From an optimization exercise on the open Yosys and OpenROAD flow, aimed at small area and few clock cycles; shortcuts taken in it are not production practice. At most, simulation tests tie the RTL to the original design; equivalence was not proved. Power figures rest on the tool's default switching activity, not on a simulated workload.

==> flow/design.v <==
module memory_card_protocol_engine (
    input  wire        clk,
    input  wire        rst,          
    input  wire        op_valid,
    output wire        op_ready,
    input  wire [1:0]  op,           
    input  wire        cmd_v,        
    input  wire [7:0]  cmd,
    output reg         rsp_valid,
    output reg         rsp_ack,
    output reg         rsp_dat_v,    
    output wire [7:0]  rsp_dat,
    output reg         rsp_result,   
    output wire        powered,
    output wire        mem_en,
    output wire        mem_we,
    output wire [16:0] mem_addr,
    output wire [7:0]  mem_wdata,
    input  wire [7:0]  mem_rdata
);
    localparam [7:0] FLAG = 8'h08;    
    reg         powered_on;
    reg         t_await;              
    reg         t_rd;
    reg         t_wr;
    reg         t_id;
    reg  [7:0]  v;                    
    reg  [1:0]  addr_hi;              
    reg  [7:0]  addr_lo;
    reg         poison;               
    reg  [7:0]  checksum;
    reg  [6:0]  ph;                   
    reg         cbusy;                
    reg         rd_pend;              
    reg         ck_out;               
    reg  [7:0]  rsp_dat_r;
    reg  [1023:0] ring;               
    assign powered = powered_on;
    wire [7:0] cin = cmd_v ? cmd : 8'hFF;
    wire in_frame = t_rd | t_wr | t_id;
    wire lock_ok  = (ph == v[6:0]);
    assign op_ready = !cbusy && (!in_frame || lock_ok);
    wire acc   = op_valid && op_ready;
    wire xfer  = (op == 2'd0);
    wire step  = acc && xfer && powered_on;       
    wire       hdr     = v[7] & v[6];              
    wire [2:0] s       = v[2:0];
    wire       body    = !v[7];                    
    wire       wr_tail = body && (v[6:2] == 5'b11111);    
    wire       rd_data = t_rd && body;
    wire       wr_data = t_wr && ((hdr && s[2]) || (body && !wr_tail));
    wire       wr_end  = t_wr && body && (v[6:0] == 7'd127);   
    wire commit_acc = op_valid && !rst && xfer && powered_on && !cbusy &&
                      wr_end && !poison && (ph == 7'd127);
    assign mem_we    = (cbusy && !rst) || commit_acc;
    assign mem_en    = (rd_data && !rst) || mem_we;
    assign mem_addr  = {addr_hi, addr_lo, ph};
    assign mem_wdata = ring[8*3 +: 8];             
    assign rsp_dat = rsp_dat_r | (mem_rdata & {8{rd_pend}}) | (checksum & {8{ck_out}});
    wire ck_set  = step && (t_rd || t_wr) && hdr && (s == 3'd2);
    wire ck_acc  = step && (t_rd || t_wr) && hdr && (s == 3'd3) ||
                   step && t_wr && body && (v[6:0] != 7'd125) &&
                       (v[6:0] != 7'd126) && (v[6:0] != 7'd127) ||
                   step && t_wr && hdr && s[2];
    wire [7:0] ck_in  = (mem_rdata & {8{rd_pend}}) | (cin & {8{ck_acc || ck_set}});
    wire [7:0] ck_nxt = (checksum & {8{!ck_set}}) ^ ck_in;
    reg        n_ack, n_dv, n_res, n_end;
    reg  [7:0] n_dat;
    always @(*) begin
        n_ack = 1'b0;
        n_dv  = 1'b0;
        n_res = 1'b0;
        n_dat = 8'h00;
        n_end = 1'b0;        
        case (op)
        2'd1: n_res = !powered_on;
        2'd2: n_res = powered_on;
        2'd0: if (powered_on) begin
            if (t_await) begin
                n_dv  = 1'b1;
                n_dat = FLAG;
                n_ack = cmd_v && (cmd == 8'h52 || cmd == 8'h57 || cmd == 8'h53);
            end else if (in_frame) begin
                n_ack = 1'b1;
                n_dv  = 1'b1;
                if (hdr) begin
                    case (s)
                    3'd0: n_dat = 8'h5A;
                    3'd1: n_dat = 8'h5D;
                    3'd2: n_dat = t_id ? 8'h5C : 8'h00;
                    3'd3: n_dat = t_id ? 8'h5D : 8'h00;
                    3'd4: n_dat = t_id ? 8'h04 : t_rd ? 8'h5C : 8'h00;
                    3'd5: n_dat = t_rd ? 8'h5D : 8'h00;
                    3'd6: n_dat = !t_rd ? 8'h00 : poison ? 8'hFF : {6'd0, addr_hi};
                    default: begin
                        n_dat = t_id ? 8'h80 : !t_rd ? 8'h00 : poison ? 8'hFF : addr_lo;
                        if (t_id || (t_rd && poison)) begin
                            n_ack = 1'b0;
                            n_end = 1'b1;
                        end
                    end
                    endcase
                end else if (t_rd) begin
                    if (v[7]) begin
                        if (!v[0]) begin
                            n_dat = 8'h00;               
                        end else begin
                            n_dat = 8'h47;               
                            n_ack = 1'b0;
                            n_end = 1'b1;
                        end
                    end
                end else if (wr_tail) begin
                    case (v[1:0])
                    2'd1: n_dat = 8'h5C;
                    2'd2: n_dat = 8'h5D;
                    2'd3: begin                          
                        n_dat = 8'hFF;
                        n_ack = 1'b0;
                        n_end = 1'b1;
                    end
                    default: ;
                    endcase
                end
            end else begin
                n_ack = cmd_v && (cmd == 8'h81);
            end
        end
        default: ;
        endcase
    end
    wire ins = wr_data && lock_ok;
    always @(posedge clk)
        ring <= {ring[1015:0], ins ? cin : ring[1023:1016]};
    always @(posedge clk) begin
        if (cbusy) begin
            rsp_ack    <= 1'b0;
            rsp_dat_v  <= 1'b1;
            rsp_result <= 1'b0;
            rsp_dat_r  <= (checksum == 8'h00) ? 8'h47 : 8'h4E;
        end else begin
            rsp_ack    <= n_ack;
            rsp_dat_v  <= n_dv;
            rsp_result <= n_res;
            rsp_dat_r  <= n_dat;
        end
    end
    always @(posedge clk) begin
        if (rst) begin
            powered_on <= 1'b0;
            t_await    <= 1'b0;
            t_rd       <= 1'b0;
            t_wr       <= 1'b0;
            t_id       <= 1'b0;
            ph         <= 7'd0;
            cbusy      <= 1'b0;
            rd_pend    <= 1'b0;
            ck_out     <= 1'b0;
            rsp_valid  <= 1'b0;
        end else begin
            ph        <= ph + 7'd1;
            rd_pend   <= step && rd_data;
            ck_out    <= step && t_rd && v[7] && !v[6] && !v[0];
            rsp_valid <= 1'b0;
            checksum  <= ck_nxt;
            if (cbusy) begin
                if (ph == 7'd126) begin
                    cbusy      <= 1'b0;
                    t_wr       <= 1'b0;
                    rsp_valid  <= 1'b1;
                end
            end else if (commit_acc) begin
                cbusy <= 1'b1;
            end else if (acc) begin
                rsp_valid  <= 1'b1;
                if (op == 2'd1 && !powered_on) begin
                    powered_on <= 1'b1;
                    t_await    <= 1'b0;
                    t_rd       <= 1'b0;
                    t_wr       <= 1'b0;
                    t_id       <= 1'b0;
                end
                if (op == 2'd2 && powered_on)
                    powered_on <= 1'b0;
                if (step) begin
                    v <= v + 8'd1;
                    if (!t_await && !in_frame) begin
                        t_await <= n_ack;
                    end else if (t_await) begin
                        t_await <= 1'b0;
                        t_rd    <= n_ack && cmd == 8'h52;
                        t_wr    <= n_ack && cmd == 8'h57;
                        t_id    <= n_ack && cmd == 8'h53;
                        v       <= 8'd248;
                        ph      <= 7'd120;
                    end else if (n_end) begin
                        t_rd <= 1'b0;
                        t_wr <= 1'b0;
                        t_id <= 1'b0;
                    end
                    if ((t_rd || t_wr) && hdr && s == 3'd2) begin
                        addr_hi <= cin[1:0];
                        poison  <= |cin[7:2];
                    end
                    if ((t_rd || t_wr) && hdr && s == 3'd3)
                        addr_lo <= cin;
                end
            end
        end
    end
endmodule
Settings: LEC_CHECK=0, CAP_MARGIN=20, CORE_MARGIN=2, CORE_UTILIZATION=40, SLEW_MARGIN=20; clock period 6.0 ns.
standard.sh (not shown) runs the stock make flow with config.mk's settings and CLKGATE_MAP_FILE= SYNTH_SCRIPT=/design/flow/synth_recipe.tcl, a recipe that flattens the netlist after the stock synthesis.
==> flow/flow/run.sh <==
#!/bin/bash
set -o pipefail
export CTS_ARGS="-sink_clustering_enable -repair_clock_nets -dont_use_dummy_load -buf_list sky130_fd_sc_hd__clkbuf_8 -sink_clustering_size 22 -sink_clustering_max_diameter 55"
export BUFFER_PORTS_ARGS="-buffer_cell sky130_fd_sc_hd__buf_1"
bash standard.sh > standard.log 2>&1
The starting point finished clean.
Testbench counts at the start, summed over its fixed seeds: cycles 34,188.
Next try:
--- a/flow/design.v
+++ b/flow/design.v
@@ -18,14 +18,15 @@
     output wire [7:0]  mem_wdata,
     input  wire [7:0]  mem_rdata
 );
     localparam [7:0] FLAG = 8'h08;    
     reg         powered_on;
-    reg         t_await;              
-    reg         t_rd;
-    reg         t_wr;
-    reg         t_id;
+    reg  [2:0]  tag;
+    wire        t_await = !tag[2] && tag[0];
+    wire        t_rd    = tag[1] && !tag[0];
+    wire        t_wr    = tag[1] && tag[0];
+    wire        t_id    = tag[2] && !tag[1];
     reg  [7:0]  v;                    
     reg  [1:0]  addr_hi;              
     reg  [7:0]  addr_lo;
     reg         poison;               
     reg  [7:0]  checksum;
@@ -35,11 +36,11 @@
     reg         ck_out;               
     reg  [7:0]  rsp_dat_r;
     reg  [1023:0] ring;               
     assign powered = powered_on;
     wire [7:0] cin = cmd_v ? cmd : 8'hFF;
-    wire in_frame = t_rd | t_wr | t_id;
+    wire in_frame = tag[2];
     wire lock_ok  = (ph == v[6:0]);
     assign op_ready = !cbusy && (!in_frame || lock_ok);
     wire acc   = op_valid && op_ready;
     wire xfer  = (op == 2'd0);
     wire step  = acc && xfer && powered_on;       
@@ -55,12 +56,12 @@
     assign mem_we    = (cbusy && !rst) || commit_acc;
     assign mem_en    = (rd_data && !rst) || mem_we;
     assign mem_addr  = {addr_hi, addr_lo, ph};
     assign mem_wdata = ring[8*3 +: 8];             
     assign rsp_dat = rsp_dat_r | (mem_rdata & {8{rd_pend}}) | (checksum & {8{ck_out}});
-    wire ck_set  = step && (t_rd || t_wr) && hdr && (s == 3'd2);
-    wire ck_acc  = step && (t_rd || t_wr) && hdr && (s == 3'd3) ||
+    wire ck_set  = step && tag[1] && hdr && (s == 3'd2);
+    wire ck_acc  = step && tag[1] && hdr && (s == 3'd3) ||
                    step && t_wr && body && (v[6:0] != 7'd125) &&
                        (v[6:0] != 7'd126) && (v[6:0] != 7'd127) ||
                    step && t_wr && hdr && s[2];
     wire [7:0] ck_in  = (mem_rdata & {8{rd_pend}}) | (cin & {8{ck_acc || ck_set}});
     wire [7:0] ck_nxt = (checksum & {8{!ck_set}}) ^ ck_in;
@@ -146,14 +147,11 @@
         end
     end
     always @(posedge clk) begin
         if (rst) begin
             powered_on <= 1'b0;
-            t_await    <= 1'b0;
-            t_rd       <= 1'b0;
-            t_wr       <= 1'b0;
-            t_id       <= 1'b0;
+            tag        <= 3'b000;
             ph         <= 7'd0;
             cbusy      <= 1'b0;
             rd_pend    <= 1'b0;
             ck_out     <= 1'b0;
             rsp_valid  <= 1'b0;
@@ -164,47 +162,41 @@
             rsp_valid <= 1'b0;
             checksum  <= ck_nxt;
             if (cbusy) begin
                 if (ph == 7'd126) begin
                     cbusy      <= 1'b0;
-                    t_wr       <= 1'b0;
+                    tag        <= 3'b000;
                     rsp_valid  <= 1'b1;
                 end
             end else if (commit_acc) begin
                 cbusy <= 1'b1;
             end else if (acc) begin
                 rsp_valid  <= 1'b1;
                 if (op == 2'd1 && !powered_on) begin
                     powered_on <= 1'b1;
-                    t_await    <= 1'b0;
-                    t_rd       <= 1'b0;
-                    t_wr       <= 1'b0;
-                    t_id       <= 1'b0;
+                    tag        <= 3'b000;
                 end
                 if (op == 2'd2 && powered_on)
                     powered_on <= 1'b0;
                 if (step) begin
                     v <= v + 8'd1;
                     if (!t_await && !in_frame) begin
-                        t_await <= n_ack;
+                        tag <= {2'b00, n_ack};
                     end else if (t_await) begin
-                        t_await <= 1'b0;
-                        t_rd    <= n_ack && cmd == 8'h52;
-                        t_wr    <= n_ack && cmd == 8'h57;
-                        t_id    <= n_ack && cmd == 8'h53;
-                        v       <= 8'd248;
-                        ph      <= 7'd120;
+                        tag <= !n_ack          ? 3'b000 :
+                               cmd == 8'h52    ? 3'b110 :
+                               cmd == 8'h57    ? 3'b111 : 3'b100;
+                        v   <= 8'd248;
+                        ph  <= 7'd120;
                     end else if (n_end) begin
-                        t_rd <= 1'b0;
-                        t_wr <= 1'b0;
-                        t_id <= 1'b0;
-                    end
-                    if ((t_rd || t_wr) && hdr && s == 3'd2) begin
+                        tag <= 3'b000;
+                    end
+                    if (tag[1] && hdr && s == 3'd2) begin
                         addr_hi <= cin[1:0];
                         poison  <= |cin[7:2];
                     end
-                    if ((t_rd || t_wr) && hdr && s == 3'd3)
+                    if (tag[1] && hdr && s == 3'd3)
                         addr_lo <= cin;
                 end
             end
         end
     end
Clock skew went down by 0.033 ns.
Design area hardly moves.
Area after synthesis barely changes.
Via count is lower by 2.0%.
Synthesized cell count fell by 0.87%.
Setup slack is worse by 0.040 ns.
Wire length rose by 0.87%.
Final cell count decreases by 0.40%.
Clock power barely changes.
Power barely changes.
Non-clock buffer count shrinks by 1.
Sequential share of layout area is lower by 0.11 points.
Critical path depth does not change.
Clock-buffer cell count came out lower by 1.
Only the layout flow was run in the second run of this note; the RTL was not checked for function there.

afterwards: timing with drivers on the ports:
Ports are ideal in the flow. The routed layouts listed here were re-timed in OpenROAD. Step 1 (the two cells are an assumption about what drives the block):
set clk [get_ports {clk}]
set_driving_cell -lib_cell sky130_fd_sc_hd__clkbuf_16 $clk
set_driving_cell -lib_cell sky130_fd_sc_hd__buf_2 [delete_from_list [all_inputs] $clk]
Step 2 moves the port delays by t, midway between the first and last clock arrival at a register: inputs arrive t later, outputs are due t later. That takes back most of the time a late clock gives input paths. a / b / c = ideal / step 1 / step 2; a / b = the first two.
| run | shift t [ns] | setup slack, ns | worst setup path at the end | latest minus earliest clock arrival (ns) | cell pins on the clock port's net |
|---|---|---|---|---|---|
| the first run | 0.710 | 1.951 / 1.931 / 1.931 | input to output | 0.109 / 0.108 | 1 |
| the second run | 0.690 | 1.911 / 1.887 / 1.887 | input to output | 0.088 / 0.088 | 1 |
After both steps setup and hold are still met in every run listed. For the second run, which loses most, drivers alone change the setup slack by -0.024 ns; drivers and shift together by -0.024 ns.
